Context: an optimization exercise on an open-source flow, tuned for small area, a short achievable clock period and few clock cycles. The choices shown serve that exercise and are no tape-out recipe.
The RTL was checked by simulation tests, not by an equivalence proof against the original design.
Power and IR drop assume default switching activity.

==> flow/design.v <==
module gf127_unit (
    input  wire         clk,
    input  wire         rst,
    input  wire         in_valid,
    output wire         in_ready,
    input  wire [1:0]   in_op,
    input  wire [126:0] in_a,
    input  wire [126:0] in_b,
    output reg          out_valid,
    output wire [126:0] out_data,
    output wire         out_err
);
    localparam [1:0] OP_MUL  = 2'd0;
    localparam [1:0] OP_INV  = 2'd1;
    localparam [1:0] OP_ADD  = 2'd2;
    localparam [1:0] OP_MULX = 2'd3;
    localparam integer K    = 4;
    localparam [6:0]   NMUL = 7'd31;      
    localparam [6:0]   NINV = 7'd63;
    localparam [127:0] POLY  = 128'h80000000000000008000000000000001;
    localparam [126:0] XM127 = 127'h4000000000000000c000000000000001;    
    function [126:0] fmulx;
        input [126:0] v;
        begin
            fmulx = {v[125:0], 1'b0} ^ {63'd0, v[126], 62'd0, v[126]};
        end
    endfunction
    function [126:0] fdivx;
        input [126:0] v;
        begin
            fdivx = {v[0], v[126:1]} ^ {64'd0, v[0], 62'd0};
        end
    endfunction
    function [126:0] fdivxn;
        input [126:0] v;
        input integer n;
        integer i;
        begin
            fdivxn = v;
            for (i = 0; i < n; i = i + 1)
                fdivxn = fdivx(fdivxn);
        end
    endfunction
    reg         busy;
    reg [6:0]   cnt;
    reg         fin;             
    reg         first;           
    reg         rdy;             
    reg         oerr;
    reg         addq, mulxq;     
    reg [127:0] R, S;
    reg [126:0] U, V;
    reg [8:0]   c;
    assign in_ready = rdy;
    assign out_data = V;
    assign out_err  = oerr;
    wire [8:0] cb = {~c[8], c[7:0]};    
    reg clem1;
    reg cle0;
    reg cle1;
    reg cge0;
    reg cge1;
    reg cge2;
    reg cge3;
    wire qlem5 = cb <= 9'd251;    
    wire qlem4 = cb <= 9'd252;    
    wire qlem3 = cb <= 9'd253;    
    wire qlem2 = cb <= 9'd254;    
    wire qlem1 = cb <= 9'd255;    
    wire qle0 = cb <= 9'd256;    
    wire qle1 = cb <= 9'd257;    
    wire qle2 = cb <= 9'd258;    
    wire qle3 = cb <= 9'd259;    
    wire qle4 = cb <= 9'd260;    
    wire qle5 = cb <= 9'd261;    
    wire qgem3 = cb >= 9'd259;    
    wire qgem2 = cb >= 9'd258;    
    wire qgem1 = cb >= 9'd257;    
    wire qge0 = cb >= 9'd256;    
    wire qge1 = cb >= 9'd255;    
    wire qge2 = cb >= 9'd254;    
    wire qge3 = cb >= 9'd253;    
    wire qge4 = cb >= 9'd252;    
    wire qge5 = cb >= 9'd251;    
    wire qge6 = cb >= 9'd250;    
    wire qge7 = cb >= 9'd249;    
    wire [8:0] cnm4 = ~c + 9'd509;
    wire [8:0] cnm2 = ~c + 9'd511;
    wire [8:0] cn0 = ~c + 9'd1;
    wire [8:0] cn2 = ~c + 9'd3;
    wire [8:0] cpm2 = c + 9'd510;
    wire [8:0] cp0 = c + 9'd0;
    wire [8:0] cp4 = c + 9'd4;
    reg [127:0] r_s, s_s, s_x;
    reg [126:0] u_s, v_s, v_x;
    reg [K-1:0] sw, pos;
    reg         g;
    reg [8:0]   c_n;
    integer     t;
    always @* begin
        r_s = R; s_s = S; u_s = fi ? 127'd0 : U; v_s = first ? vinit : V;
        sw = {K{1'b0}}; pos = {K{1'b0}};
        for (t = 0; t < K; t = t + 1) begin
            if (t == 0)
                pos[0] = (1'b1 & cge0);
            if (t == 1)
                pos[1] = (~sw[0] & cge1);
            if (t == 2)
                pos[2] = (~sw[0] & ~sw[1] & cge2) |
                     (sw[0] & ~sw[1] & cle0);
            if (t == 3)
                pos[3] = (~sw[0] & ~sw[1] & ~sw[2] & cge3) |
                     (sw[0] & ~sw[1] & ~sw[2] & cle1) |
                     (~sw[0] & sw[1] & ~sw[2] & clem1);
            g     = s_s[127] | (t == K - 1 && fin);
            sw[t] = g & R[127] & pos[t];
            s_x   = s_s ^ (g ? r_s : 128'd0);
            v_x   = v_s ^ (g ? u_s : 127'd0);
            if (sw[t]) begin
                r_s = s_s;
                u_s = v_s;
            end
            s_s = {s_x[126:0], 1'b0};
            v_s = fmulx(v_x);
        end
        c_n = 9'd0;
        case (1'b1)
            (~sw[0] & ~sw[1] & ~sw[2] & ~sw[3]): c_n = cp4;
            (sw[0] & ~sw[1] & ~sw[2] & ~sw[3]): c_n = cn2;
            (~sw[0] & sw[1] & ~sw[2] & ~sw[3]): c_n = cn0;
            (~sw[0] & ~sw[1] & sw[2] & ~sw[3]): c_n = cnm2;
            (~sw[0] & ~sw[1] & ~sw[2] & sw[3]): c_n = cnm4;
            (sw[0] & ~sw[1] & sw[2] & ~sw[3]): c_n = cp0;
            (sw[0] & ~sw[1] & ~sw[2] & sw[3]): c_n = cpm2;
            (~sw[0] & sw[1] & ~sw[2] & sw[3]): c_n = cp0;
        endcase
    end
    wire fin_n  = (cnt == 7'd1) && R[127];
    wire fi     = first & R[127];
    wire szero  = S == 128'd0;
    wire v0     = fi & ~szero;
    wire [126:0] a_rec = {R[K-1:0], S[127-K:1]};
    wire [126:0] vinit = (addq  ? fdivxn(a_rec, K)     : 127'd0) |
                         (mulxq ? fdivxn(a_rec, K - 1) : 127'd0) |
                         (v0    ? XM127                : 127'd0);
    wire is_mul  = in_op == OP_MUL;
    wire is_inv  = in_op == OP_INV;
    wire is_add  = in_op == OP_ADD;
    wire is_mulx = in_op == OP_MULX;
    wire [126:0] b_mul  = fdivxn(in_b, 2);
    always @(posedge clk) begin
        V    <= v_s;
        oerr <= R[127] & R[0];       
        if (!rdy) begin
            R   <= r_s;
            S   <= s_s;
            U   <= u_s;
            c   <= c_n;
            cnt <= cnt - 7'd1;
            fin <= fin_n;
            first <= 1'b0;
            clem1 <= (~sw[0] & ~sw[1] & ~sw[2] & ~sw[3] & qlem5) |
            (sw[0] & ~sw[1] & ~sw[2] & ~sw[3] & qgem3) |
            (~sw[0] & sw[1] & ~sw[2] & ~sw[3] & qgem1) |
            (~sw[0] & ~sw[1] & sw[2] & ~sw[3] & qge1) |
            (~sw[0] & ~sw[1] & ~sw[2] & sw[3] & qge3) |
            (sw[0] & ~sw[1] & sw[2] & ~sw[3] & qlem1) |
            (sw[0] & ~sw[1] & ~sw[2] & sw[3] & qle1) |
            (~sw[0] & sw[1] & ~sw[2] & sw[3] & qlem1);
            cle0 <= (~sw[0] & ~sw[1] & ~sw[2] & ~sw[3] & qlem4) |
            (sw[0] & ~sw[1] & ~sw[2] & ~sw[3] & qgem2) |
            (~sw[0] & sw[1] & ~sw[2] & ~sw[3] & qge0) |
            (~sw[0] & ~sw[1] & sw[2] & ~sw[3] & qge2) |
            (~sw[0] & ~sw[1] & ~sw[2] & sw[3] & qge4) |
            (sw[0] & ~sw[1] & sw[2] & ~sw[3] & qle0) |
            (sw[0] & ~sw[1] & ~sw[2] & sw[3] & qle2) |
            (~sw[0] & sw[1] & ~sw[2] & sw[3] & qle0);
            cle1 <= (~sw[0] & ~sw[1] & ~sw[2] & ~sw[3] & qlem3) |
            (sw[0] & ~sw[1] & ~sw[2] & ~sw[3] & qgem1) |
            (~sw[0] & sw[1] & ~sw[2] & ~sw[3] & qge1) |
            (~sw[0] & ~sw[1] & sw[2] & ~sw[3] & qge3) |
            (~sw[0] & ~sw[1] & ~sw[2] & sw[3] & qge5) |
            (sw[0] & ~sw[1] & sw[2] & ~sw[3] & qle1) |
            (sw[0] & ~sw[1] & ~sw[2] & sw[3] & qle3) |
            (~sw[0] & sw[1] & ~sw[2] & sw[3] & qle1);
            cge0 <= (~sw[0] & ~sw[1] & ~sw[2] & ~sw[3] & qge4) |
            (sw[0] & ~sw[1] & ~sw[2] & ~sw[3] & qle2) |
            (~sw[0] & sw[1] & ~sw[2] & ~sw[3] & qle0) |
            (~sw[0] & ~sw[1] & sw[2] & ~sw[3] & qlem2) |
            (~sw[0] & ~sw[1] & ~sw[2] & sw[3] & qlem4) |
            (sw[0] & ~sw[1] & sw[2] & ~sw[3] & qge0) |
            (sw[0] & ~sw[1] & ~sw[2] & sw[3] & qgem2) |
            (~sw[0] & sw[1] & ~sw[2] & sw[3] & qge0);
            cge1 <= (~sw[0] & ~sw[1] & ~sw[2] & ~sw[3] & qge5) |
            (sw[0] & ~sw[1] & ~sw[2] & ~sw[3] & qle3) |
            (~sw[0] & sw[1] & ~sw[2] & ~sw[3] & qle1) |
            (~sw[0] & ~sw[1] & sw[2] & ~sw[3] & qlem1) |
            (~sw[0] & ~sw[1] & ~sw[2] & sw[3] & qlem3) |
            (sw[0] & ~sw[1] & sw[2] & ~sw[3] & qge1) |
            (sw[0] & ~sw[1] & ~sw[2] & sw[3] & qgem1) |
            (~sw[0] & sw[1] & ~sw[2] & sw[3] & qge1);
            cge2 <= (~sw[0] & ~sw[1] & ~sw[2] & ~sw[3] & qge6) |
            (sw[0] & ~sw[1] & ~sw[2] & ~sw[3] & qle4) |
            (~sw[0] & sw[1] & ~sw[2] & ~sw[3] & qle2) |
            (~sw[0] & ~sw[1] & sw[2] & ~sw[3] & qle0) |
            (~sw[0] & ~sw[1] & ~sw[2] & sw[3] & qlem2) |
            (sw[0] & ~sw[1] & sw[2] & ~sw[3] & qge2) |
            (sw[0] & ~sw[1] & ~sw[2] & sw[3] & qge0) |
            (~sw[0] & sw[1] & ~sw[2] & sw[3] & qge2);
            cge3 <= (~sw[0] & ~sw[1] & ~sw[2] & ~sw[3] & qge7) |
            (sw[0] & ~sw[1] & ~sw[2] & ~sw[3] & qle5) |
            (~sw[0] & sw[1] & ~sw[2] & ~sw[3] & qle3) |
            (~sw[0] & ~sw[1] & sw[2] & ~sw[3] & qle1) |
            (~sw[0] & ~sw[1] & ~sw[2] & sw[3] & qlem1) |
            (sw[0] & ~sw[1] & sw[2] & ~sw[3] & qge3) |
            (sw[0] & ~sw[1] & ~sw[2] & sw[3] & qge1) |
            (~sw[0] & sw[1] & ~sw[2] & sw[3] & qge3);
        end else begin
            R <= is_inv ? POLY :
                 (is_add | is_mulx) ? {124'd0, in_a[126:127-K]} : 128'd0;
            S <= {(is_inv | is_mul) ? in_a[126:127-K] :
                  is_add ? 4'd2 : 4'd0, in_a[126-K:0], 1'b0};
            U <= b_mul;
            c <= 9'd0;
            clem1 <= 1'b0;
            cle0 <= 1'b1;
            cle1 <= 1'b1;
            cge0 <= 1'b1;
            cge1 <= 1'b1;
            cge2 <= 1'b1;
            cge3 <= 1'b1;
            cnt <= is_mul ? NMUL : is_inv ? NINV : 7'd0;
            fin  <= is_inv && NINV == 7'd0;
            first <= 1'b1;
            addq  <= is_add;
            mulxq <= is_mulx;
        end
        if (rst) begin
            busy      <= 1'b0;
            rdy       <= 1'b1;
            out_valid <= 1'b0;
        end else begin
            out_valid <= busy && (cnt == 7'd0);
            if (rdy) begin
                busy <= in_valid;
                rdy  <= ~in_valid | is_add | is_mulx;
            end else begin
                busy <= 1'b1;
                rdy  <= cnt == 7'd1;
            end
        end
    end
endmodule
Settings: LEC_CHECK=0, CAP_MARGIN=20, CORE_MARGIN=2, CORE_UTILIZATION=55, PLACE_DENSITY=0.7, SLEW_MARGIN=20; clock period 11.0 ns.
standard.sh (not shown) runs the stock make flow with config.mk's settings and CLKGATE_MAP_FILE= SYNTH_SCRIPT=/design/flow/synth_recipe.tcl, a recipe that flattens the netlist after the stock synthesis.
==> flow/flow/run.sh <==
#!/bin/bash
set -euo pipefail
MARGIN=7.6
bash standard.sh \
    SETUP_SLACK_MARGIN=$MARGIN \
    "BUFFER_PORTS_ARGS=-buffer_cell sky130_fd_sc_hd__buf_2" \
    finish > standard.log 2>&1
Testbench counts at the start, summed over its fixed seeds: cycles 55,222.
Then changed:
--- a/flow/design.v
+++ b/flow/design.v
@@ -44,16 +44,15 @@
     reg         busy;
     reg [6:0]   cnt;
     reg         fin;             
+    reg         zero;            
     reg         first;           
-    reg         rdy;             
-    reg         oerr;
-    reg         addq, mulxq;     
+    reg         idle;            
     reg [127:0] R, S;
     reg [126:0] U, V;
     reg [8:0]   c;
-    assign in_ready = rdy;
+    assign in_ready = idle;
     assign out_data = V;
-    assign out_err  = oerr;
+    assign out_err  = zero;
     wire [8:0] cb = {~c[8], c[7:0]};    
     reg clem1;
     reg cle0;
@@ -98,7 +97,7 @@
     reg [8:0]   c_n;
     integer     t;
     always @* begin
-        r_s = R; s_s = S; u_s = fi ? 127'd0 : U; v_s = first ? vinit : V;
+        r_s = R; s_s = S; u_s = fi ? 127'd0 : U; v_s = V | (v0 ? XM127 : 127'd0);
         sw = {K{1'b0}}; pos = {K{1'b0}};
         for (t = 0; t < K; t = t + 1) begin
             if (t == 0)
@@ -139,26 +138,25 @@
     wire fi     = first & R[127];
     wire szero  = S == 128'd0;
     wire v0     = fi & ~szero;
-    wire [126:0] a_rec = {R[K-1:0], S[127-K:1]};
-    wire [126:0] vinit = (addq  ? fdivxn(a_rec, K)     : 127'd0) |
-                         (mulxq ? fdivxn(a_rec, K - 1) : 127'd0) |
-                         (v0    ? XM127                : 127'd0);
     wire is_mul  = in_op == OP_MUL;
     wire is_inv  = in_op == OP_INV;
     wire is_add  = in_op == OP_ADD;
     wire is_mulx = in_op == OP_MULX;
+    wire [126:0] a_add  = fdivxn(in_a, K);
+    wire [126:0] a_mulx = fdivxn(in_a, K - 1);
     wire [126:0] b_mul  = fdivxn(in_b, 2);
     always @(posedge clk) begin
-        V    <= v_s;
-        oerr <= R[127] & R[0];       
-        if (!rdy) begin
+        if (busy) begin
             R   <= r_s;
             S   <= s_s;
             U   <= u_s;
+            V   <= v_s;
             c   <= c_n;
             cnt <= cnt - 7'd1;
             fin <= fin_n;
             first <= 1'b0;
+            if (first)
+                zero <= fi & szero;
             clem1 <= (~sw[0] & ~sw[1] & ~sw[2] & ~sw[3] & qlem5) |
             (sw[0] & ~sw[1] & ~sw[2] & ~sw[3] & qgem3) |
             (~sw[0] & sw[1] & ~sw[2] & ~sw[3] & qgem1) |
@@ -216,11 +214,11 @@
             (sw[0] & ~sw[1] & ~sw[2] & sw[3] & qge1) |
             (~sw[0] & sw[1] & ~sw[2] & sw[3] & qge3);
         end else begin
-            R <= is_inv ? POLY :
-                 (is_add | is_mulx) ? {124'd0, in_a[126:127-K]} : 128'd0;
+            R <= is_inv ? POLY : 128'd0;
             S <= {(is_inv | is_mul) ? in_a[126:127-K] :
                   is_add ? 4'd2 : 4'd0, in_a[126-K:0], 1'b0};
             U <= b_mul;
+            V <= is_add ? a_add : is_mulx ? a_mulx : 127'd0;
             c <= 9'd0;
             clem1 <= 1'b0;
             cle0 <= 1'b1;
@@ -231,23 +229,17 @@
             cge3 <= 1'b1;
             cnt <= is_mul ? NMUL : is_inv ? NINV : 7'd0;
             fin  <= is_inv && NINV == 7'd0;
+            zero <= 1'b0;
             first <= 1'b1;
-            addq  <= is_add;
-            mulxq <= is_mulx;
         end
         if (rst) begin
             busy      <= 1'b0;
-            rdy       <= 1'b1;
+            idle      <= 1'b1;
             out_valid <= 1'b0;
         end else begin
+            busy      <= busy ? (cnt != 7'd0) : in_valid;
+            idle      <= busy ? (cnt == 7'd0) : ~in_valid;
             out_valid <= busy && (cnt == 7'd0);
-            if (rdy) begin
-                busy <= in_valid;
-                rdy  <= ~in_valid | is_add | is_mulx;
-            end else begin
-                busy <= 1'b1;
-                rdy  <= cnt == 7'd1;
-            end
         end
     end
 endmodule
After rerunning: Area after synthesis rises slightly; clock power rises by a few percent; critical path depth falls by 2; power rises by well over a third; die area rises slightly; count of clock-buffer cells in the layout falls by 11; routed wire length rises slightly; setup slack gains 83 ps.
Testbench counts after the change, summed over its fixed seeds: cycles 56,494.

-- static timing again, ports no longer ideal --
Ports are ideal in the flow. The routed layouts listed here were re-timed in OpenROAD.
Step 1 assumes that a clkbuf_16 drives the clock port and a buf_2 every other input.
Step 2 adds t to the input delays and takes it off the output delays; t is the mean of the earliest and latest rising clock arrival at the registers after step 1. Input paths then give back, and output paths get back, about the clock's delay inside the block.
Three values: ideal, step 1, step 2; two values: the first two.
| run | shift t [ns] | slack for setup (ns) | worst hold slack (ns) | worst setup path at the end |
|---|---|---|---|---|
| the first run | 0.696 | 7.530 / 7.520 / 7.530 | 0.432 / 0.432 / 0.432 | register to register |
| the second run | 0.682 | 7.612 / 7.548 / 6.965 | 0.509 / 0.509 / 0.509 | input to register |
After both steps every run listed still meets setup and hold. The setup slack of the second run, which loses most, moves by -0.064 ns with the drivers and by -0.647 ns with both steps.
